What follows belongs to an exercise in optimizing a design on an open flow for small area, a short achievable clock period and few clock cycles; a production flow would make more cautious choices.
Function was checked by simulation only, so behaviour that the tests miss may differ from the original.
Power and IR drop assume default switching activity.

===== design.v =====
module crc16_x2 (
    input  wire a,
    input  wire b,
    output wire y
);
    assign y = a ^ b;
endmodule
module crc16_frame (
    input  wire [63:0] d,
    input  wire [7:0]  en,
    input  wire [15:0] x,
    output wire [15:0] y
);
    wire [15:0] xc = x;
    wire b1_0;
    wire b1_1;
    wire b2_0;
    wire b1_2;
    wire b1_3;
    wire b2_1;
    wire b3_0;
    wire m0_0;
    wire b1_4;
    wire b1_5;
    wire b2_2;
    wire b1_6;
    wire b1_7;
    wire b2_3;
    wire b3_1;
    wire m1_1;
    wire b1_8;
    wire b1_9;
    wire b2_4;
    wire b1_10;
    wire b1_11;
    wire b2_5;
    wire b3_2;
    wire m2_2;
    wire b1_12;
    wire b1_13;
    wire b2_6;
    wire b1_14;
    wire b1_15;
    wire b2_7;
    wire b3_3;
    wire m3_3;
    wire b1_16;
    wire b1_17;
    wire b2_8;
    wire b1_18;
    wire b1_19;
    wire b2_9;
    wire b3_4;
    wire m4_4;
    wire b1_20;
    wire b1_21;
    wire b2_10;
    wire b1_22;
    wire b1_23;
    wire b2_11;
    wire b3_5;
    wire m5_5;
    wire b1_24;
    wire b1_25;
    wire b2_12;
    wire b1_26;
    wire b1_27;
    wire b2_13;
    wire b3_6;
    wire m6_6;
    wire b1_28;
    wire b1_29;
    wire b2_14;
    wire b1_30;
    wire b1_31;
    wire b2_15;
    wire b3_7;
    wire m7_7;
    wire r0_0;
    wire r0_1;
    wire r0_2;
    wire r0_3;
    wire r0_4;
    wire r0_5;
    wire r0_6;
    wire p_7;
    wire m0_8;
    wire p_8;
    wire m2_9;
    wire m4_10;
    wire m5_11;
    wire p_9;
    wire p_10;
    wire m7_12;
    wire r1_11;
    wire r1_12;
    wire r1_13;
    wire r1_14;
    wire r1_15;
    wire p_16;
    wire p_17;
    wire m0_13;
    wire p_18;
    wire m2_14;
    wire m3_15;
    wire m5_16;
    wire p_19;
    wire m7_17;
    wire r2_20;
    wire r2_21;
    wire r2_22;
    wire r2_23;
    wire r2_24;
    wire m0_18;
    wire m1_19;
    wire m2_20;
    wire m3_21;
    wire m5_22;
    wire m7_23;
    wire r3_25;
    wire r3_26;
    wire r3_27;
    wire r3_28;
    wire r3_29;
    wire p_30;
    wire m0_24;
    wire m1_25;
    wire m2_26;
    wire p_31;
    wire m3_27;
    wire m5_28;
    wire p_32;
    wire m7_29;
    wire r4_33;
    wire r4_34;
    wire r4_35;
    wire r4_36;
    wire r4_37;
    wire m0_30;
    wire p_38;
    wire m1_31;
    wire m3_32;
    wire m5_33;
    wire p_39;
    wire m7_34;
    wire r5_40;
    wire r5_41;
    wire r5_42;
    wire r5_43;
    wire m0_35;
    wire p_44;
    wire m1_36;
    wire p_45;
    wire m3_37;
    wire m5_38;
    wire p_46;
    wire p_47;
    wire m7_39;
    wire r6_48;
    wire r6_49;
    wire r6_50;
    wire r6_51;
    wire p_52;
    wire m1_40;
    wire m3_41;
    wire m5_42;
    wire r7_53;
    wire r7_54;
    wire r7_55;
    wire p_56;
    wire m1_43;
    wire p_57;
    wire m3_44;
    wire m5_45;
    wire m6_46;
    wire r8_58;
    wire r8_59;
    wire r8_60;
    wire r8_61;
    wire p_62;
    wire m1_47;
    wire m3_48;
    wire m4_49;
    wire m6_50;
    wire r9_63;
    wire r9_64;
    wire r9_65;
    wire r9_66;
    wire p_67;
    wire m1_51;
    wire m2_52;
    wire m3_53;
    wire m4_54;
    wire p_68;
    wire m6_55;
    wire r10_69;
    wire r10_70;
    wire r10_71;
    wire r10_72;
    wire r10_73;
    wire m0_56;
    wire m1_57;
    wire m2_58;
    wire m4_59;
    wire m6_60;
    wire r11_74;
    wire r11_75;
    wire r11_76;
    wire r11_77;
    wire r11_78;
    wire m0_61;
    wire m1_62;
    wire p_79;
    wire m2_63;
    wire m4_64;
    wire p_80;
    wire m6_65;
    wire r12_81;
    wire r12_82;
    wire r12_83;
    wire r12_84;
    wire r12_85;
    wire p_86;
    wire m0_66;
    wire m2_67;
    wire m4_68;
    wire p_87;
    wire m6_69;
    wire r13_88;
    wire r13_89;
    wire r13_90;
    wire r13_91;
    wire p_92;
    wire m0_70;
    wire p_93;
    wire m2_71;
    wire m4_72;
    wire p_94;
    wire p_95;
    wire m6_73;
    wire r14_96;
    wire r14_97;
    wire r14_98;
    wire r14_99;
    wire p_100;
    wire m0_74;
    wire m2_75;
    wire m4_76;
    wire p_101;
    wire p_102;
    wire m7_77;
    wire r15_103;
    wire r15_104;
    wire r15_105;
    wire r15_106;
    crc16_x2 g0 (.a(d[63]), .b(d[62]), .y(b1_0));
    crc16_x2 g1 (.a(d[61]), .b(d[60]), .y(b1_1));
    crc16_x2 g2 (.a(b1_0), .b(b1_1), .y(b2_0));
    crc16_x2 g3 (.a(d[59]), .b(d[58]), .y(b1_2));
    crc16_x2 g4 (.a(d[57]), .b(d[56]), .y(b1_3));
    crc16_x2 g5 (.a(b1_2), .b(b1_3), .y(b2_1));
    crc16_x2 g6 (.a(b2_0), .b(b2_1), .y(b3_0));
    assign m0_0 = ~(b3_0 & en[7]);
    crc16_x2 g7 (.a(d[55]), .b(d[54]), .y(b1_4));
    crc16_x2 g8 (.a(d[53]), .b(d[52]), .y(b1_5));
    crc16_x2 g9 (.a(b1_4), .b(b1_5), .y(b2_2));
    crc16_x2 g10 (.a(d[51]), .b(d[50]), .y(b1_6));
    crc16_x2 g11 (.a(d[49]), .b(d[48]), .y(b1_7));
    crc16_x2 g12 (.a(b1_6), .b(b1_7), .y(b2_3));
    crc16_x2 g13 (.a(b2_2), .b(b2_3), .y(b3_1));
    assign m1_1 = ~(b3_1 & en[6]);
    crc16_x2 g14 (.a(d[47]), .b(d[46]), .y(b1_8));
    crc16_x2 g15 (.a(d[45]), .b(d[44]), .y(b1_9));
    crc16_x2 g16 (.a(b1_8), .b(b1_9), .y(b2_4));
    crc16_x2 g17 (.a(d[43]), .b(d[42]), .y(b1_10));
    crc16_x2 g18 (.a(d[41]), .b(d[40]), .y(b1_11));
    crc16_x2 g19 (.a(b1_10), .b(b1_11), .y(b2_5));
    crc16_x2 g20 (.a(b2_4), .b(b2_5), .y(b3_2));
    assign m2_2 = ~(b3_2 & en[5]);
    crc16_x2 g21 (.a(d[39]), .b(d[38]), .y(b1_12));
    crc16_x2 g22 (.a(d[37]), .b(d[36]), .y(b1_13));
    crc16_x2 g23 (.a(b1_12), .b(b1_13), .y(b2_6));
    crc16_x2 g24 (.a(d[35]), .b(d[34]), .y(b1_14));
    crc16_x2 g25 (.a(d[33]), .b(d[32]), .y(b1_15));
    crc16_x2 g26 (.a(b1_14), .b(b1_15), .y(b2_7));
    crc16_x2 g27 (.a(b2_6), .b(b2_7), .y(b3_3));
    assign m3_3 = ~(b3_3 & en[4]);
    crc16_x2 g28 (.a(d[31]), .b(d[30]), .y(b1_16));
    crc16_x2 g29 (.a(d[29]), .b(d[28]), .y(b1_17));
    crc16_x2 g30 (.a(b1_16), .b(b1_17), .y(b2_8));
    crc16_x2 g31 (.a(d[27]), .b(d[26]), .y(b1_18));
    crc16_x2 g32 (.a(d[25]), .b(d[24]), .y(b1_19));
    crc16_x2 g33 (.a(b1_18), .b(b1_19), .y(b2_9));
    crc16_x2 g34 (.a(b2_8), .b(b2_9), .y(b3_4));
    assign m4_4 = ~(b3_4 & en[3]);
    crc16_x2 g35 (.a(d[23]), .b(d[22]), .y(b1_20));
    crc16_x2 g36 (.a(d[21]), .b(d[20]), .y(b1_21));
    crc16_x2 g37 (.a(b1_20), .b(b1_21), .y(b2_10));
    crc16_x2 g38 (.a(d[19]), .b(d[18]), .y(b1_22));
    crc16_x2 g39 (.a(d[17]), .b(d[16]), .y(b1_23));
    crc16_x2 g40 (.a(b1_22), .b(b1_23), .y(b2_11));
    crc16_x2 g41 (.a(b2_10), .b(b2_11), .y(b3_5));
    assign m5_5 = ~(b3_5 & en[2]);
    crc16_x2 g42 (.a(d[15]), .b(d[14]), .y(b1_24));
    crc16_x2 g43 (.a(d[13]), .b(d[12]), .y(b1_25));
    crc16_x2 g44 (.a(b1_24), .b(b1_25), .y(b2_12));
    crc16_x2 g45 (.a(d[11]), .b(d[10]), .y(b1_26));
    crc16_x2 g46 (.a(d[9]), .b(d[8]), .y(b1_27));
    crc16_x2 g47 (.a(b1_26), .b(b1_27), .y(b2_13));
    crc16_x2 g48 (.a(b2_12), .b(b2_13), .y(b3_6));
    assign m6_6 = ~(b3_6 & en[1]);
    crc16_x2 g49 (.a(d[7]), .b(d[6]), .y(b1_28));
    crc16_x2 g50 (.a(d[5]), .b(d[4]), .y(b1_29));
    crc16_x2 g51 (.a(b1_28), .b(b1_29), .y(b2_14));
    crc16_x2 g52 (.a(d[3]), .b(d[2]), .y(b1_30));
    crc16_x2 g53 (.a(d[1]), .b(d[0]), .y(b1_31));
    crc16_x2 g54 (.a(b1_30), .b(b1_31), .y(b2_15));
    crc16_x2 g55 (.a(b2_14), .b(b2_15), .y(b3_7));
    assign m7_7 = ~(b3_7 & en[0]);
    crc16_x2 g56 (.a(m0_0), .b(m1_1), .y(r0_0));
    crc16_x2 g57 (.a(m2_2), .b(m3_3), .y(r0_1));
    crc16_x2 g58 (.a(m4_4), .b(m5_5), .y(r0_2));
    crc16_x2 g59 (.a(m6_6), .b(m7_7), .y(r0_3));
    crc16_x2 g60 (.a(r0_0), .b(r0_1), .y(r0_4));
    crc16_x2 g61 (.a(r0_2), .b(r0_3), .y(r0_5));
    crc16_x2 g62 (.a(xc[0]), .b(r0_4), .y(r0_6));
    crc16_x2 g63 (.a(r0_5), .b(r0_6), .y(y[0]));
    crc16_x2 g64 (.a(d[61]), .b(d[59]), .y(p_7));
    assign m0_8 = ~(p_7 & en[7]);
    crc16_x2 g65 (.a(d[46]), .b(d[45]), .y(p_8));
    assign m2_9 = ~(p_8 & en[5]);
    assign m4_10 = ~(d[31] & en[3]);
    assign m5_11 = ~(d[16] & en[2]);
    crc16_x2 g66 (.a(d[0]), .b(b1_30), .y(p_9));
    crc16_x2 g67 (.a(b2_14), .b(p_9), .y(p_10));
    assign m7_12 = ~(p_10 & en[0]);
    crc16_x2 g68 (.a(m0_8), .b(m2_9), .y(r1_11));
    crc16_x2 g69 (.a(m4_10), .b(m5_11), .y(r1_12));
    crc16_x2 g70 (.a(m6_6), .b(m7_12), .y(r1_13));
    crc16_x2 g71 (.a(r1_11), .b(r1_12), .y(r1_14));
    crc16_x2 g72 (.a(r1_13), .b(r1_14), .y(r1_15));
    crc16_x2 g73 (.a(xc[1]), .b(r1_15), .y(y[1]));
    crc16_x2 g74 (.a(d[62]), .b(d[59]), .y(p_16));
    crc16_x2 g75 (.a(b1_1), .b(p_16), .y(p_17));
    assign m0_13 = ~(p_17 & en[7]);
    crc16_x2 g76 (.a(d[47]), .b(d[45]), .y(p_18));
    assign m2_14 = ~(p_18 & en[5]);
    assign m3_15 = ~(d[32] & en[4]);
    assign m5_16 = ~(d[17] & en[2]);
    crc16_x2 g77 (.a(d[2]), .b(b1_31), .y(p_19));
    assign m7_17 = ~(p_19 & en[0]);
    crc16_x2 g78 (.a(m0_13), .b(m2_14), .y(r2_20));
    crc16_x2 g79 (.a(m3_15), .b(m4_10), .y(r2_21));
    crc16_x2 g80 (.a(m5_16), .b(m7_17), .y(r2_22));
    crc16_x2 g81 (.a(r2_20), .b(r2_21), .y(r2_23));
    crc16_x2 g82 (.a(r2_22), .b(r2_23), .y(r2_24));
    crc16_x2 g83 (.a(xc[2]), .b(r2_24), .y(y[2]));
    assign m0_18 = ~(b2_0 & en[7]);
    assign m1_19 = ~(d[48] & en[6]);
    assign m2_20 = ~(d[46] & en[5]);
    assign m3_21 = ~(b1_15 & en[4]);
    assign m5_22 = ~(d[18] & en[2]);
    assign m7_23 = ~(b2_15 & en[0]);
    crc16_x2 g84 (.a(m0_18), .b(m1_19), .y(r3_25));
    crc16_x2 g85 (.a(m2_20), .b(m3_21), .y(r3_26));
    crc16_x2 g86 (.a(m5_22), .b(m7_23), .y(r3_27));
    crc16_x2 g87 (.a(r3_25), .b(r3_26), .y(r3_28));
    crc16_x2 g88 (.a(r3_27), .b(r3_28), .y(r3_29));
    crc16_x2 g89 (.a(xc[3]), .b(r3_29), .y(y[3]));
    crc16_x2 g90 (.a(d[61]), .b(b1_0), .y(p_30));
    assign m0_24 = ~(p_30 & en[7]);
    assign m1_25 = ~(d[49] & en[6]);
    assign m2_26 = ~(d[47] & en[5]);
    crc16_x2 g91 (.a(d[34]), .b(d[33]), .y(p_31));
    assign m3_27 = ~(p_31 & en[4]);
    assign m5_28 = ~(d[19] & en[2]);
    crc16_x2 g92 (.a(d[4]), .b(b2_15), .y(p_32));
    assign m7_29 = ~(p_32 & en[0]);
    crc16_x2 g93 (.a(m0_24), .b(m1_25), .y(r4_33));
    crc16_x2 g94 (.a(m2_26), .b(m3_27), .y(r4_34));
    crc16_x2 g95 (.a(m5_28), .b(m7_29), .y(r4_35));
    crc16_x2 g96 (.a(r4_33), .b(r4_34), .y(r4_36));
    crc16_x2 g97 (.a(r4_35), .b(r4_36), .y(r4_37));
    crc16_x2 g98 (.a(xc[4]), .b(r4_37), .y(y[4]));
    assign m0_30 = ~(b1_0 & en[7]);
    crc16_x2 g99 (.a(d[50]), .b(d[48]), .y(p_38));
    assign m1_31 = ~(p_38 & en[6]);
    assign m3_32 = ~(b1_14 & en[4]);
    assign m5_33 = ~(d[20] & en[2]);
    crc16_x2 g100 (.a(b1_29), .b(b2_15), .y(p_39));
    assign m7_34 = ~(p_39 & en[0]);
    crc16_x2 g101 (.a(m0_30), .b(m1_31), .y(r5_40));
    crc16_x2 g102 (.a(m3_32), .b(m5_33), .y(r5_41));
    crc16_x2 g103 (.a(m7_34), .b(r5_40), .y(r5_42));
    crc16_x2 g104 (.a(r5_41), .b(r5_42), .y(r5_43));
    crc16_x2 g105 (.a(xc[5]), .b(r5_43), .y(y[5]));
    assign m0_35 = ~(d[63] & en[7]);
    crc16_x2 g106 (.a(d[51]), .b(d[49]), .y(p_44));
    assign m1_36 = ~(p_44 & en[6]);
    crc16_x2 g107 (.a(d[36]), .b(d[35]), .y(p_45));
    assign m3_37 = ~(p_45 & en[4]);
    assign m5_38 = ~(d[21] & en[2]);
    crc16_x2 g108 (.a(d[6]), .b(b1_29), .y(p_46));
    crc16_x2 g109 (.a(b2_15), .b(p_46), .y(p_47));
    assign m7_39 = ~(p_47 & en[0]);
    crc16_x2 g110 (.a(m0_35), .b(m1_36), .y(r6_48));
    crc16_x2 g111 (.a(m3_37), .b(m5_38), .y(r6_49));
    crc16_x2 g112 (.a(m7_39), .b(r6_48), .y(r6_50));
    crc16_x2 g113 (.a(r6_49), .b(r6_50), .y(r6_51));
    crc16_x2 g114 (.a(xc[6]), .b(r6_51), .y(y[6]));
    crc16_x2 g115 (.a(d[52]), .b(d[50]), .y(p_52));
    assign m1_40 = ~(p_52 & en[6]);
    assign m3_41 = ~(b1_13 & en[4]);
    assign m5_42 = ~(d[22] & en[2]);
    crc16_x2 g116 (.a(m1_40), .b(m3_41), .y(r7_53));
    crc16_x2 g117 (.a(m5_42), .b(m7_7), .y(r7_54));
    crc16_x2 g118 (.a(r7_53), .b(r7_54), .y(r7_55));
    crc16_x2 g119 (.a(xc[7]), .b(r7_55), .y(y[7]));
    crc16_x2 g120 (.a(d[53]), .b(d[51]), .y(p_56));
    assign m1_43 = ~(p_56 & en[6]);
    crc16_x2 g121 (.a(d[38]), .b(d[37]), .y(p_57));
    assign m3_44 = ~(p_57 & en[4]);
    assign m5_45 = ~(d[23] & en[2]);
    assign m6_46 = ~(d[8] & en[1]);
    crc16_x2 g122 (.a(m1_43), .b(m3_44), .y(r8_58));
    crc16_x2 g123 (.a(m5_45), .b(m6_46), .y(r8_59));
    crc16_x2 g124 (.a(m7_7), .b(r8_58), .y(r8_60));
    crc16_x2 g125 (.a(r8_59), .b(r8_60), .y(r8_61));
    crc16_x2 g126 (.a(xc[8]), .b(r8_61), .y(y[8]));
    crc16_x2 g127 (.a(d[54]), .b(d[52]), .y(p_62));
    assign m1_47 = ~(p_62 & en[6]);
    assign m3_48 = ~(b1_12 & en[4]);
    assign m4_49 = ~(d[24] & en[3]);
    assign m6_50 = ~(b1_27 & en[1]);
    crc16_x2 g128 (.a(m1_47), .b(m3_48), .y(r9_63));
    crc16_x2 g129 (.a(m4_49), .b(m6_50), .y(r9_64));
    crc16_x2 g130 (.a(m7_7), .b(r9_63), .y(r9_65));
    crc16_x2 g131 (.a(r9_64), .b(r9_65), .y(r9_66));
    crc16_x2 g132 (.a(xc[9]), .b(r9_66), .y(y[9]));
    crc16_x2 g133 (.a(d[55]), .b(d[53]), .y(p_67));
    assign m1_51 = ~(p_67 & en[6]);
    assign m2_52 = ~(d[40] & en[5]);
    assign m3_53 = ~(d[39] & en[4]);
    assign m4_54 = ~(d[25] & en[3]);
    crc16_x2 g134 (.a(d[10]), .b(b1_27), .y(p_68));
    assign m6_55 = ~(p_68 & en[1]);
    crc16_x2 g135 (.a(m1_51), .b(m2_52), .y(r10_69));
    crc16_x2 g136 (.a(m3_53), .b(m4_54), .y(r10_70));
    crc16_x2 g137 (.a(m6_55), .b(m7_7), .y(r10_71));
    crc16_x2 g138 (.a(r10_69), .b(r10_70), .y(r10_72));
    crc16_x2 g139 (.a(r10_71), .b(r10_72), .y(r10_73));
    crc16_x2 g140 (.a(xc[10]), .b(r10_73), .y(y[10]));
    assign m0_56 = ~(d[56] & en[7]);
    assign m1_57 = ~(d[54] & en[6]);
    assign m2_58 = ~(b1_11 & en[5]);
    assign m4_59 = ~(d[26] & en[3]);
    assign m6_60 = ~(b2_13 & en[1]);
    crc16_x2 g141 (.a(m0_56), .b(m1_57), .y(r11_74));
    crc16_x2 g142 (.a(m2_58), .b(m4_59), .y(r11_75));
    crc16_x2 g143 (.a(m6_60), .b(m7_7), .y(r11_76));
    crc16_x2 g144 (.a(r11_74), .b(r11_75), .y(r11_77));
    crc16_x2 g145 (.a(r11_76), .b(r11_77), .y(r11_78));
    crc16_x2 g146 (.a(xc[11]), .b(r11_78), .y(y[11]));
    assign m0_61 = ~(d[57] & en[7]);
    assign m1_62 = ~(d[55] & en[6]);
    crc16_x2 g147 (.a(d[42]), .b(d[41]), .y(p_79));
    assign m2_63 = ~(p_79 & en[5]);
    assign m4_64 = ~(d[27] & en[3]);
    crc16_x2 g148 (.a(d[12]), .b(b2_13), .y(p_80));
    assign m6_65 = ~(p_80 & en[1]);
    crc16_x2 g149 (.a(m0_61), .b(m1_62), .y(r12_81));
    crc16_x2 g150 (.a(m2_63), .b(m4_64), .y(r12_82));
    crc16_x2 g151 (.a(m6_65), .b(m7_7), .y(r12_83));
    crc16_x2 g152 (.a(r12_81), .b(r12_82), .y(r12_84));
    crc16_x2 g153 (.a(r12_83), .b(r12_84), .y(r12_85));
    crc16_x2 g154 (.a(xc[12]), .b(r12_85), .y(y[12]));
    crc16_x2 g155 (.a(d[58]), .b(d[56]), .y(p_86));
    assign m0_66 = ~(p_86 & en[7]);
    assign m2_67 = ~(b1_10 & en[5]);
    assign m4_68 = ~(d[28] & en[3]);
    crc16_x2 g156 (.a(b1_25), .b(b2_13), .y(p_87));
    assign m6_69 = ~(p_87 & en[1]);
    crc16_x2 g157 (.a(m0_66), .b(m2_67), .y(r13_88));
    crc16_x2 g158 (.a(m4_68), .b(m6_69), .y(r13_89));
    crc16_x2 g159 (.a(m7_7), .b(r13_88), .y(r13_90));
    crc16_x2 g160 (.a(r13_89), .b(r13_90), .y(r13_91));
    crc16_x2 g161 (.a(xc[13]), .b(r13_91), .y(y[13]));
    crc16_x2 g162 (.a(d[59]), .b(d[57]), .y(p_92));
    assign m0_70 = ~(p_92 & en[7]);
    crc16_x2 g163 (.a(d[44]), .b(d[43]), .y(p_93));
    assign m2_71 = ~(p_93 & en[5]);
    assign m4_72 = ~(d[29] & en[3]);
    crc16_x2 g164 (.a(d[14]), .b(b1_25), .y(p_94));
    crc16_x2 g165 (.a(b2_13), .b(p_94), .y(p_95));
    assign m6_73 = ~(p_95 & en[1]);
    crc16_x2 g166 (.a(m0_70), .b(m2_71), .y(r14_96));
    crc16_x2 g167 (.a(m4_72), .b(m6_73), .y(r14_97));
    crc16_x2 g168 (.a(m7_7), .b(r14_96), .y(r14_98));
    crc16_x2 g169 (.a(r14_97), .b(r14_98), .y(r14_99));
    crc16_x2 g170 (.a(xc[14]), .b(r14_99), .y(y[14]));
    crc16_x2 g171 (.a(d[60]), .b(d[58]), .y(p_100));
    assign m0_74 = ~(p_100 & en[7]);
    assign m2_75 = ~(b1_9 & en[5]);
    assign m4_76 = ~(d[30] & en[3]);
    crc16_x2 g172 (.a(d[1]), .b(b1_30), .y(p_101));
    crc16_x2 g173 (.a(b2_14), .b(p_101), .y(p_102));
    assign m7_77 = ~(p_102 & en[0]);
    crc16_x2 g174 (.a(m0_74), .b(m2_75), .y(r15_103));
    crc16_x2 g175 (.a(m4_76), .b(m6_6), .y(r15_104));
    crc16_x2 g176 (.a(m7_77), .b(r15_103), .y(r15_105));
    crc16_x2 g177 (.a(r15_104), .b(r15_105), .y(r15_106));
    crc16_x2 g178 (.a(xc[15]), .b(r15_106), .y(y[15]));
endmodule
module crc16_fwd (
    input  wire [15:0] c,
    input  wire [2:0]  k1,
    output reg  [15:0] y
);
    function [14:0] fwd_bytes;
        input [14:0] v;
        input integer nb;
        integer i;
        begin
            fwd_bytes = v;
            for (i = 0; i < 8 * nb; i = i + 1)
                fwd_bytes = fwd_bytes[14] ? ({fwd_bytes[13:0], 1'b0} ^ 15'h0003)
                                          : {fwd_bytes[13:0], 1'b0};
        end
    endfunction
    reg [14:0] r;
    always @(*) begin
        r = fwd_bytes(c[15:1], 1);
        if (k1[0]) r = fwd_bytes(r, 1);
        if (k1[1]) r = fwd_bytes(r, 2);
        if (k1[2]) r = fwd_bytes(r, 4);
        y = {r, c[0]} ^ 16'hE360;
    end
endmodule
module crc16_inv8 (
    input  wire [15:0] c,
    output reg  [15:0] y
);
    integer i;
    reg [14:0] r;
    always @(*) begin
        r = c[15:1];
        for (i = 0; i < 8; i = i + 1)
            r = r[0] ? ({1'b1, r[14:1]} ^ 15'h0001) : {1'b0, r[14:1]};
        y = {r, c[0]};
    end
endmodule
module crc16_std (
    input  wire [15:0] c,
    output wire [15:0] y
);
    wire t = c[0] ^ (^c[15:1]);
    assign y = {1'b0, c[15:1]} ^ {t, 13'd0, t, t};
endmodule
module frm_unpack (
    input  wire        clk,
    input  wire        rst,
    input  wire        start,
    input  wire [7:0]  exp_ft,
    input  wire [7:0]  exp_sub,
    input  wire [15:0] exp_cmd,      
    input  wire [7:0]  exp_dlen,
    input  wire [8:0]  nframes,
    output wire        idle,
    input  wire        fr_valid,
    output wire        fr_ready,
    input  wire [28:0] fr_id,
    input  wire [3:0]  fr_len,
    input  wire [63:0] fr_data,      
    output reg         pb_valid,
    output reg  [3:0]  pb_count,
    output reg  [63:0] pb_data,      
    output wire        done,
    output wire [7:0]  status,
    output wire [7:0]  subcode,
    output wire [8:0]  diag_frame,
    output wire [15:0] diag_exp,
    output wire [15:0] diag_act
);
    localparam [7:0] RESPONDER_ID = 8'h01;
    localparam [2:0] ST_OK       = 3'd0;
    localparam [2:0] ST_FRAMING  = 3'd2;
    localparam [2:0] ST_CHECKSUM = 3'd3;
    localparam [2:0] ST_HEADER   = 3'd4;
    localparam [2:0] FE_FCNT      = 3'd1;
    localparam [2:0] FE_FTYPE     = 3'd2;
    localparam [2:0] FE_SRC       = 3'd3;
    localparam [2:0] FE_DST       = 3'd4;
    localparam [2:0] FE_NO_FRAMES = 3'd5;
    localparam [2:0] FE_BAD_LEN   = 3'd6;
    localparam [2:0] FE_TOO_SHORT = 3'd7;
    localparam [2:0] HE_FRAME_TYPE = 3'd1;
    localparam [2:0] HE_COMMAND_ID = 3'd2;
    localparam [2:0] HE_LENGTH     = 3'd3;
    reg        busy;         
    reg        fin;          
    reg        fin_x;        
    reg        fin2;         
    reg        chk;          
    reg        hdr_pend;     
    reg        act;          
    reg        fh;           
    reg        cz;           
    reg        cz2;          
    reg [7:0]  op_ft;
    reg [7:0]  op_sub;
    reg [15:0] op_cmd;
    reg [7:0]  op_dlen;
    reg        op_multi;     
    reg [8:0]  idx;          
    reg [8:0]  rem;          
    reg [15:0] hold;         
    reg [2:0]  acc;          
    reg [15:0] crc;          
    reg [2:0]  fwd_k1;       
    reg [2:0]  crc_k1;       
    reg        first;        
    reg [3:0]  cnt;          
    reg [7:0]  crc_z;        
    reg [2:0]  res_st;
    reg [2:0]  res_sub;
    reg [15:0] res_exp;
    reg [15:0] res_act;
    reg        ft_ne, cmd_hi_ne, cmd_lo_ne, dlen_ne;    
    assign status     = {5'd0, res_st};
    assign subcode    = {5'd0, res_sub};
    assign diag_frame = idx;
    assign diag_exp   = res_exp;
    assign diag_act   = res_act;
    wire [7:0] id_src   = fr_id[28:21];
    wire [7:0] id_dst   = fr_id[20:13];
    wire       id_ftype = fr_id[12];
    wire [7:0] id_fcnt  = fr_id[11:4];
    wire bad_fcnt  = ({1'b0, id_fcnt} != rem);
    wire bad_ftype = (id_ftype != op_multi);
    wire bad_src   = (id_src != RESPONDER_ID);
    wire bad_dst   = (id_dst != op_sub);
    wire len_ok    = (fr_len[3] == 1'b0) ? (fr_len[2:0] != 3'd0) : (fr_len[2:0] == 3'd0);
    wire chk_err   = bad_fcnt | bad_ftype | bad_src | bad_dst | ~len_ok;
    reg [2:0]  chk_sub;
    reg [15:0] chk_exp;
    reg [7:0]  chk_act;
    always @(*) begin
        if (bad_fcnt) begin
            chk_sub = FE_FCNT;
            chk_exp = {7'd0, rem};
            chk_act = id_fcnt;
        end else if (bad_ftype) begin
            chk_sub = FE_FTYPE;
            chk_exp = {15'd0, op_multi};
            chk_act = {7'd0, id_ftype};
        end else if (bad_src) begin
            chk_sub = FE_SRC;
            chk_exp = {8'd0, RESPONDER_ID};
            chk_act = id_src;
        end else if (bad_dst) begin
            chk_sub = FE_DST;
            chk_exp = {8'd0, op_sub};
            chk_act = id_dst;
        end else begin
            chk_sub = FE_BAD_LEN;
            chk_exp = 16'd8;
            chk_act = {4'd0, fr_len};
        end
    end
    wire take = busy & fr_valid;
    wire [7:0] byte_en;
    frm_en u_en (.busy(busy), .len(fr_len), .en(byte_en));
    wire [15:0] crc_moved, crc_back, crc_base, crc_next;
    crc16_fwd  u_fwd (.c(crc), .k1(fwd_k1), .y(crc_moved));
    crc16_inv8 u_inv (.c(crc), .y(crc_back));
    wire        fin_fwd = crc_k1[2] & crc_k1[1];               
    wire        fin_as  = crc_k1 == 3'd5;                      
    wire        use_moved = busy ? ~first : (fin & fin_fwd);
    localparam [15:0] FRAME_INV = 16'hE360;
    wire [15:0] crc_other = (busy ? 16'h0000 : (fin & fin_as) ? crc : crc_back) ^ FRAME_INV;
    crc16_sel u_sel (.s(use_moved), .a(crc_moved), .b(crc_other), .y(crc_base));
    crc16_frame u_frame (.d(fr_data), .en(byte_en), .x(crc_base), .y(crc_next));
    wire [15:0] crc_std;
    crc16_std u_std (.c(crc), .y(crc_std));
    wire [79:0] cat = {hold, fr_data};
    reg [15:0] hold_next;
    always @(*) begin
        case (fr_len[2:0])
        3'd1: hold_next = cat[71:56];
        3'd2: hold_next = cat[63:48];
        3'd3: hold_next = cat[55:40];
        3'd4: hold_next = cat[47:32];
        3'd5: hold_next = cat[39:24];
        3'd6: hold_next = cat[31:16];
        3'd7: hold_next = cat[23:8];
        default: hold_next = cat[15:0];
        endcase
    end
    wire [4:0] acc_sum  = {2'd0, acc} + {1'b0, fr_len};
    wire cap1, cap2, cap3, pb_in;
    frm_pos u_pos (.len(fr_len), .acc(acc), .cap1(cap1), .cap2(cap2), .cap3(cap3),
                   .pb_in(pb_in));
    wire a6 = (acc == 3'd6);
    wire       one_byte = (acc == 3'd0) & (fr_len[2:0] == 3'd1);
    wire [2:0] acc_next = (acc_sum > 5'd6) ? 3'd6 : acc_sum[2:0];
    wire [2:0] pb_skip = 3'd6 - acc;
    function [7:0] cbyte;
        input [79:0] c;
        input integer i;
        begin
            cbyte = c[79 - 8 * i -: 8];
        end
    endfunction
    reg [63:0] pb_shift;
    integer b;
    always @(*) begin
        for (b = 0; b < 8; b = b + 1) begin
            case (pb_skip)
            3'd0: pb_shift[63-8*b -: 8] = cbyte(cat, b);
            3'd1: pb_shift[63-8*b -: 8] = cbyte(cat, (b + 1 > 7) ? 7 : b + 1);
            3'd2: pb_shift[63-8*b -: 8] = cbyte(cat, (b + 2 > 7) ? 7 : b + 2);
            3'd3: pb_shift[63-8*b -: 8] = cbyte(cat, (b + 3 > 7) ? 7 : b + 3);
            3'd4: pb_shift[63-8*b -: 8] = cbyte(cat, (b + 4 > 7) ? 7 : b + 4);
            3'd5: pb_shift[63-8*b -: 8] = cbyte(cat, (b + 5 > 7) ? 7 : b + 5);
            default: pb_shift[63-8*b -: 8] = cbyte(cat, (b + 6 > 7) ? 7 : b + 6);
            endcase
        end
    end
    wire [4:0] pb_num = {1'b0, fr_len} - {2'd0, pb_skip};
    wire pb_has = len_ok & pb_in;
    function [7:0] fbyte;
        input [63:0] d;
        input [2:0]  i;
        begin
            fbyte = d[63 - 8 * i -: 8];
        end
    endfunction
    wire [7:0] h_ft   = fr_data[63:56];
    wire [7:0] h_cmd1 = fbyte(fr_data, 3'd1 - acc);
    wire [7:0] h_cmd2 = fbyte(fr_data, 3'd2 - acc);
    wire [7:0] h_dlen = fbyte(fr_data, 3'd3 - acc);
    reg [2:0]  hdr_st, hdr_sub;
    reg [15:0] hdr_exp, hdr_act;
    always @(*) begin
        hdr_st  = ST_HEADER;
        hdr_exp = 16'd0;
        hdr_act = 16'd0;
        if (acc < 3'd3 || ft_ne) begin
            hdr_sub = HE_FRAME_TYPE;
            hdr_exp = {8'd0, op_ft};
            hdr_act = (acc < 3'd3) ? 16'd0 : {8'd0, res_exp[15:8]};
        end else if (acc < 3'd5 || cmd_hi_ne || cmd_lo_ne) begin
            hdr_sub = HE_COMMAND_ID;
            hdr_exp = op_cmd;
            hdr_act = (acc < 3'd5) ? 16'd0 : res_act;
        end else if (acc < 3'd6 || dlen_ne) begin
            hdr_sub = HE_LENGTH;
            hdr_exp = {8'd0, op_dlen};
            hdr_act = (acc < 3'd6) ? 16'd0 : {8'd0, res_exp[7:0]};
        end else begin
            hdr_st  = ST_OK;
            hdr_sub = 3'd0;
        end
    end
    wire crc_ok   = &crc_z;
    wire hdr_fire = hdr_pend & ~fin_x & (fin | (acc == 3'd6));
    assign done = fin_x | fin2 | cz2 | (fh & crc_ok);
    assign idle = ~act | done;
    assign fr_ready = busy;
    always @(posedge clk) begin
        if (fr_valid | ~busy)
            crc <= crc_next;
        crc_z <= ~(crc_next[15:8] | crc_next[7:0]);
        if (take) begin
            first  <= 1'b0;
            hold   <= hold_next;
            acc    <= acc_next;
            crc_k1 <= fr_len[2:0] - 3'd1;
            fwd_k1 <= (rem == 9'd0) ? {2'b00, fr_len[3]} : fr_len[2:0] - 3'd1;
        end else if (idle & start) begin
            first  <= 1'b1;
            acc    <= 3'd0;
        end
        if (fin | chk)
            cnt <= fin ? (crc_k1[2] ? 4'd0 : 4'd4 - {1'b0, crc_k1})
                       : (cnt - 4'd1);
    end
    always @(posedge clk) begin
        pb_count <= pb_num[3:0];
        pb_data  <= pb_shift;
    end
    always @(posedge clk) begin
        if (take) begin
            if (acc == 3'd0) begin
                res_exp[15:8] <= h_ft;
                ft_ne         <= (h_ft != op_ft);
            end
            if (cap1) begin
                res_act[15:8] <= h_cmd1;
                cmd_hi_ne     <= (h_cmd1 != op_cmd[15:8]);
            end
            if (cap2) begin
                res_act[7:0]  <= h_cmd2;
                cmd_lo_ne     <= (h_cmd2 != op_cmd[7:0]);
            end
            if (cap3) begin
                res_exp[7:0]  <= h_dlen;
                dlen_ne       <= (h_dlen != op_dlen);
            end
        end
        if (hdr_fire) begin
            res_st  <= hdr_st;
            res_sub <= hdr_sub;
            res_exp <= hdr_exp;
            res_act <= hdr_act;
        end
        if (fin & ~fin_x & ~crc_ok) begin
            res_st  <= ST_CHECKSUM;
            res_sub <= 3'd0;
        end
        if (cz) begin
            res_exp <= crc_std ^ hold;
            res_act <= hold;
        end
        if (take & chk_err) begin
            res_st  <= ST_FRAMING;
            res_sub <= chk_sub;
            res_exp <= chk_exp;
            res_act <= {8'd0, chk_act};
        end else if (take & (rem == 9'd0) & one_byte) begin
            res_st  <= ST_FRAMING;
            res_sub <= FE_TOO_SHORT;
            res_exp <= 16'd2;
            res_act <= 16'd1;
        end
        if (idle & start) begin
            res_st  <= ST_FRAMING;
            res_sub <= FE_NO_FRAMES;
            res_exp <= 16'd1;
            res_act <= 16'd0;
        end
    end
    always @(posedge clk) begin
        if (rst) begin
            busy     <= 1'b0;
            fin      <= 1'b0;
            fin_x    <= 1'b0;
            fin2     <= 1'b0;
            chk      <= 1'b0;
            act      <= 1'b0;
            fh       <= 1'b0;
            cz       <= 1'b0;
            cz2      <= 1'b0;
            pb_valid <= 1'b0;
        end else begin
            act <= (idle & start) | (act & ~done);
            fh  <= take & ~chk_err & (rem == 9'd0) & ~one_byte & ~(hdr_pend & ~a6);
            cz2 <= cz;
            cz  <= chk ? (cnt == 4'd1)
                       : (fin & ~fin_x & ~crc_ok & crc_k1[2]);    
            pb_valid <= take & pb_has;
            if (fin & ~fin_x & ~crc_ok)
                chk <= 1'b1;
            else if (done)
                chk <= 1'b0;
            fin2  <= fin & ~fin_x & crc_ok & hdr_pend;
            fin   <= 1'b0;
            fin_x <= 1'b0;
            if (hdr_fire)
                hdr_pend <= 1'b0;
            if (idle & start) begin
                hdr_pend <= 1'b1;
                if (nframes == 9'd0) begin
                    fin   <= 1'b1;
                    fin_x <= 1'b1;
                end else begin
                    busy  <= 1'b1;
                end
            end else if (take) begin
                if (chk_err) begin
                    busy  <= 1'b0;
                    fin   <= 1'b1;
                    fin_x <= 1'b1;
                end else if (rem == 9'd0) begin
                    busy  <= 1'b0;
                    fin   <= 1'b1;
                    fin_x <= one_byte;
                end
            end
            if (~busy) begin
                op_ft    <= exp_ft;
                op_sub   <= exp_sub;
                op_cmd   <= exp_cmd;
                op_dlen  <= exp_dlen;
                op_multi <= (nframes > 9'd1);
                idx      <= 9'd0;
                rem      <= nframes - 9'd1;
            end else if (take) begin
                if (~first)
                    idx <= idx + 9'd1;
                rem <= rem - 9'd1;
            end
        end
    end
endmodule
module crc16_sel (
    input  wire        s,
    input  wire [15:0] a,
    input  wire [15:0] b,
    output wire [15:0] y
);
    assign y = s ? a : b;
endmodule
module frm_en (
    input  wire       busy,
    input  wire [3:0] len,
    output wire [7:0] en
);
    wire [2:0] ln = len[2:0];
    assign en = {
        busy,                                            
        busy & (len[3] | ln[2] | ln[1]),                 
        busy & (len[3] | ln[2] | (ln[1] & ln[0])),       
        busy & (len[3] | ln[2]),                         
        busy & (len[3] | (ln[2] & (ln[1] | ln[0]))),     
        busy & (len[3] | (ln[2] & ln[1])),               
        busy & (len[3] | (ln[2] & ln[1] & ln[0])),       
        busy & len[3] & (ln == 3'd0)                     
    };
endmodule
module frm_pos (
    input  wire [3:0] len,
    input  wire [2:0] acc,
    output wire       cap1,      
    output wire       cap2,      
    output wire       cap3,      
    output wire       pb_in      
);                               
    wire [2:0] ln = len[2:0];
    wire [6:0] gt = {
        len[3],
        len[3] | (ln[2] & ln[1] & ln[0]),
        len[3] | (ln[2] & ln[1]),
        len[3] | (ln[2] & (ln[1] | ln[0])),
        len[3] | ln[2],
        len[3] | ln[2] | (ln[1] & ln[0]),
        len[3] | ln[2] | ln[1]
    };
    wire a0 = (acc == 3'd0), a1 = (acc == 3'd1), a2 = (acc == 3'd2);
    wire a3 = (acc == 3'd3), a4 = (acc == 3'd4), a5 = (acc == 3'd5);
    wire a6 = (acc == 3'd6);
    assign cap1  = (a0 & gt[0]) | a1;
    assign cap2  = (a0 & gt[1]) | (a1 & gt[0]) | a2;
    assign cap3  = (a0 & gt[2]) | (a1 & gt[1]) | (a2 & gt[0]) | a3;
    assign pb_in = a6 | (a5 & gt[0]) | (a4 & gt[1]) | (a3 & gt[2]) |
                   (a2 & gt[3]) | (a1 & gt[4]) | (a0 & gt[5]);
endmodule

===== flow/run.sh =====
#!/bin/bash
# Layout flow: the standard flow (standard.sh, ORFS from synthesis to the
# final layout) with these changes:
#  - the port buffers that buffer_ports inserts are sky130_fd_sc_hd__buf_1,
#    and after global placement those of the frame's data, length and valid
#    inputs become sky130_fd_sc_hd__buf_4 (flow/post_gpl.tcl); every port
#    still has its own buffer, and timing repair may resize them,
#  - timing repair aims for more setup slack than the flow settings allow,
#  - and it may resize cells to other footprints (MATCH_CELL_FOOTPRINT=0).
# Each tool's output is kept in ORFS's logs (orfs/logs/...); standard.sh's own
# output goes to standard.log here.
set -euo pipefail
export BUFFER_PORTS_ARGS="-buffer_cell sky130_fd_sc_hd__buf_1"
export POST_GLOBAL_PLACE_TCL="$PWD/flow/post_gpl.tcl"
bash standard.sh SETUP_SLACK_MARGIN=6 MATCH_CELL_FOOTPRINT=0 finish > standard.log 2>&1

===== flow/post_gpl.tcl =====
# After global placement: the port buffers of the frame's data, length and
# valid inputs, which fan out widely, become sky130_fd_sc_hd__buf_4 (the
# other ports keep their sky130_fd_sc_hd__buf_1). Every port keeps its own
# buffer.
set n 0
foreach inst [get_cells -quiet input*] {
  if { [get_property $inst ref_name] ne "sky130_fd_sc_hd__buf_1" } { continue }
  set net [get_full_name [get_nets -of_objects [get_pins [get_full_name $inst]/A]]]
  if { [string match "fr_data*" $net] || [string match "fr_len*" $net] || $net eq "fr_valid" } {
    replace_cell $inst sky130_fd_sc_hd__buf_4
    incr n
  }
}
puts "post_gpl.tcl: $n port buffers made sky130_fd_sc_hd__buf_4"

===== standard.sh =====
#!/bin/bash
# synth_recipe.tcl (not shown) runs the flow's synth.tcl, then flattens the netlist and writes it again
# the make line also repeats each setting of config.mk as NAME=value (left out here)
make -C /OpenROAD-flow-scripts/flow DESIGN_CONFIG=/design/flow/config.mk WORK_HOME=/design/flow/orfs CLKGATE_MAP_FILE= SYNTH_SCRIPT=/design/flow/synth_recipe.tcl "${@:-finish}"

===== config.mk =====
export PLATFORM = sky130hd
export DESIGN_NAME = frm_unpack
export DESIGN_NICKNAME = frm_unpack
export VERILOG_FILES = /design/flow/design.v
export SDC_FILE = /design/flow/constraint.sdc
export NUM_CORES = 4
export LEC_CHECK = 0
export CAP_MARGIN = 20
export CORE_MARGIN = 2
export CORE_UTILIZATION = 45
export CTS_CLUSTER_SIZE = 30
export PLACE_DENSITY = 0.65
export SLEW_MARGIN = 20
export SYNTH_HIERARCHICAL = 1

===== constraint.sdc =====
create_clock -name core_clock -period 10.0 [get_ports {clk}]
set_input_delay 2.0000 -clock core_clock [delete_from_list [all_inputs] [get_ports {clk}]]
set_output_delay 2.0000 -clock core_clock [all_outputs]
set_load 0.01 [all_outputs]

==> run notes <==
* Fin crit share at 0.391
* Met2 Routed Length at 31.4 mm
* Part of the power in registers at 0.283
* Post-route cell area at about 21000 µm²
* Total power at roughly 5.1 mW
* Worst path max stage delay at 0.38 ns
* Clock latency (worst-skew pair) at 0.60 ns
* Period minus WS final at 3.91 ns
* Setup ws final at between 6 and 7 ns
* Drt drc at 0
* Vias at 17.9k
* Synth area leader: edfxtp_1
* Via density at roughly 6.3
* VDD IR max at 0.204 mV
* Int Pwr at ~3.0 mW
* DR top layer: met4
* Share of post-route cells with drive strength above 1 at 0.132
* NetSw at roughly 2.1 mW
* DR iter-0 viols at 2481
* Setup CP Type: input pin to register
* Hold Vio Cnt, Final at 0
* Routed Antenna Nets at 0
* Die area at between 40000 and 50000 µm²
* Data arrival, critical path at around 4.4 ns
* Hold path cells at 1
* Post-synthesis sequential area ratio at 0.308
* Worst clock skew at approximately 0.024 ns
* Hold Path End: res_st[1]
* Global route overflow at 0
* Leak at 8.21 nW
* Switching Share at 0.418
* CTS root buf: clkbuf_16
* Vias in the first global route at roughly 17k
* Cells along the critical path: buf_4, buf_4, clkinvlp_4, ha_1, buf_12, nand3b_1, or3_4, a41o_4, nand2_2, o21ai_0, o221a_2
* Final setup viols at 0
* Syn Std Cell Area at about 19000 µm²
* Gate power share at 0.507
* Clock Pin Slew Worst Setup and Hold Paths at about 0.06 ns
* First-pass GRT wire length at 107 mm
* CP top delay family: compound AO/OA/AOI/OAI gates
* CP Launch Point: fr_len[1]
* Sink Count at ~230
* Clock power share at 0.210
* Final max-slew violation count at 0
* Num CTS Buffers at 30
* Cells after Synth at approximately 2.1k
* Most common flop cell mapped by yosys: dfxtp_1
* Total track usage at 0.320
* CTS tree: built
* Status: timing/DRC/antenna clean
* Worst hold path startpoint: res_st[1]
* Die width at between 200 and 250 µm
* Hold Crit Class: register to register
* Largest net degree at the start of global routing at 72
* Worst Tran Pin Value at 1.10 ns
* CTS max path bufs at 3
* Initial antenna violation count at 1
* Detailed placer's ending HPWL at approximately 50 mm
* Met3 wire length at 8.11 mm
* Most used cell, CP: buf_4
* Crit start category: input pin
* Initial DRT Pass Iterations at 8
* Post-synth EDFFs at roughly 110
* R2R cell count at 10
* Fin util at 0.518
* Post-route setup TNS at 0 ns
* Drt wl/cell at approximately 25 µm
* Top-Level Pins at 279
* Syn Area/Cell at between 8 and 9 µm²
* Max_cap viols at 0
* Area Overhead vs Synth at 13.1%
* Max Clk Rate at 256 MHz
* Reg-to-Reg End: dlen_ne
* Buf/Inv on CP at 4
* Initial core utilization at 0.457
* Final net count at around 2.5k
* Max_slew headroom at 0.266
* Ys Warns at 9
* Height of the die at around 210 µm
* H-tree depth at 1
* Slowest CP cell: or3_4
* RSZ-0062 raised after global routing: false
* Placed Area at ~20000 µm²
* WP data required at around 10 ns
* WL final at roughly 72 mm
* Setup crit end kind: register
* Critical Path Fanout Max at 34
* Synth top cells by count: nand2_1, xor2_1, nor2_1
* Total core area at 41000 µm²
* Post-synth ARST share at 0
* Most common cell in the netlist: nand2_1
* Share of the synthesized area in the top cell type at 0.174
* Pwr dens at around 240 nW/µm²
* Worst slack at placement at about 4.5 ns
* Flops & latches, synth at around 230
* R2R setup slack at between 6 and 7 ns
* Port bufs at 264
* Cell variety after synth at just under 100
* Row cnt at 74
* RR Startpoint: acc[0]
* Synth top area cells: edfxtp_1, dfxtp_1, xor2_1
* Wl on met1 at ~28 mm
-- Yosys stat by module, one instance, submodules excluded --
module       flops+latches  cells inside
crc16_x2                 0             1
frm_en                   0            14
crc16_std                0            31
crc16_frame              0            86
crc16_fwd                0           136
frm_pos                  0            19
crc16_sel                0            18
frm_unpack             234          1628
crc16_inv8               0            22
-- how the worst max path moves through the flow --
stage / end / slack [ns] / cells past startpoint
after floorplan: crc[7] / 6.04 / 7
after detailed placement: res_exp[7] / 4.49 / 11
after global placement: res_exp[7] / 4.40 / 10
final: res_exp[2] / 6.09 / 11
after CTS: crc_z[3] / 6.01 / 9
after global routing: crc[15] / 5.99 / 9
-- registers in the layout (all words and copies together), names as in the netlist, 3 cells and up --
| name | flops |
|---|---|
| pb_data | 64 |
| crc | 16 |
| hold | 16 |
| op_cmd | 16 |
| res_act | 16 |
| res_exp | 16 |
| idx | 9 |
| rem | 9 |
| crc_z | 8 |
| op_dlen | 8 |
| op_ft | 8 |
| op_sub | 8 |
| cnt | 4 |
| pb_count | 4 |
| acc | 3 |
| crc_k1 | 3 |
| fwd_k1 | 3 |
| res_st | 3 |
| res_sub | 3 |
-- layout by cell type (no fill, tap or decap), types with 16 or more instances in the layout --
cell	synthesis	routed
xnor2_1	76	75
o211ai_1	27	27
dfxtp_1	125	124
nand4_1	17	17
nand3_1	44	44
a211oi_1	34	33
o22ai_1	18	16
a21oi_1	84	84
nor2_1	138	134
edfxtp_1	109	109
ha_1	30	25
nor3_1	28	28
buf_1	20	195
mux2_2	18	18
mux2i_1	84	83
inv_1	33	30
a31oi_1	26	26
clkbuf_16	0	31
nand2_1	287	286
a22oi_1	49	49
a22o_1	33	33
mux4_2	17	17
xor2_1	263	260
buf_4	47	121
a221oi_1	22	22
a222oi_1	32	32
o21ai_0	70	70
a21o_1	32	32
-- worst reg2reg max path, delay by kind of cell, from the launching register on --
family                     cells  cell delay [ns]
DFF                            1             0.75
buffers and inverters          2             0.69
adders and majority gates      1             0.38
and+or+nand+nor                3             0.75
xor gates and xnor gates       1             0.17
AOI/OAI and AO/OA              3             0.85
-- per-stage QoR --
step | hold slack (ns) | cells
2_1_floorplan | 0.451 | 2142
3_3_place_gp | 0.451 | 2771
3_5_place_dp | 0.450 | 2771
4_1_cts | 0.464 | 2831
5_1_grt | 0.488 | 2836
6_report | 0.461 | 2836
-- what timing repair did --
item	CTS	global route
buffers inserted	4	3
gates resized for setup	17	17
hold buffers	0	0
setup endpoints to repair	53	63
pin swaps	2	0
-- metal layers --
| layer | GRT usage | vias to the layer above |
|---|---|---|
| met3 | 0.0634 | 257 |
| met1 | 0.424 | 8496 |
| met5 | 0 | - |
| li1 | - | 7939 |
| met2 | 0.482 | 1179 |
| met4 | 0.194 | 0 |
-- area by class of cell --
type                       instances  area, µm²
fill                            3880      19800
tap                              532        666
sequential                       234       5780
clock inverter                    22        163
antenna                            1       2.50
clock buffer                      34        817
timing repair buffer             321       1720
multi-input combinational       1656      11900
inverter                          36        146
-- power by group through the flow --
stage               Clock [mW]  Combinational [mW]  Sequential [mW]
finish                    1.07                2.57             1.43
CTS                       1.08                2.52             1.43
detailed placement           0                2.49             1.44
floorplan                    0                2.00             1.38
global placement             0                2.44             1.44
global route              1.12                2.77             1.44
-- kinds of logic (layout without fill, tap and decap cells) --
family	count (synthesis)	in the layout	synth area share
flip-flops	234	234	0.308
other	1	11	0.000200
multiplexers	132	132	0.0872
AND/OR/NAND/NOR	617	617	0.149
adder cells (fa/ha/maj)	33	33	0.0227
buffers and inverters	252	413	0.0676
XOR/XNOR	348	348	0.168
AO/OA/AOI/OAI	516	516	0.198
Testbench counts, summed over its fixed seeds: cycles 12,710.

-- afterwards: timing with drivers on the ports --
Ports are ideal in the flow. The routed layout listed here was re-timed in OpenROAD.
Step 1 assumes that a clkbuf_16 drives the clock port and a buf_2 every other input.
Step 2 also shifts input and output timing later by t, the mid clock arrival at the registers, as if the neighbouring blocks saw the same clock.
Three values: ideal ports, drivers, drivers and shift; two values: the first two.
t (ns): 0.641
setup WS [ns]: 6.094 / 6.115 / 5.483
clock arrival spread, ns: 0.025 / 0.024
After both steps this run still meets setup and hold. The setup slack of this run moves by +0.021 ns with the drivers and by -0.611 ns with both steps.
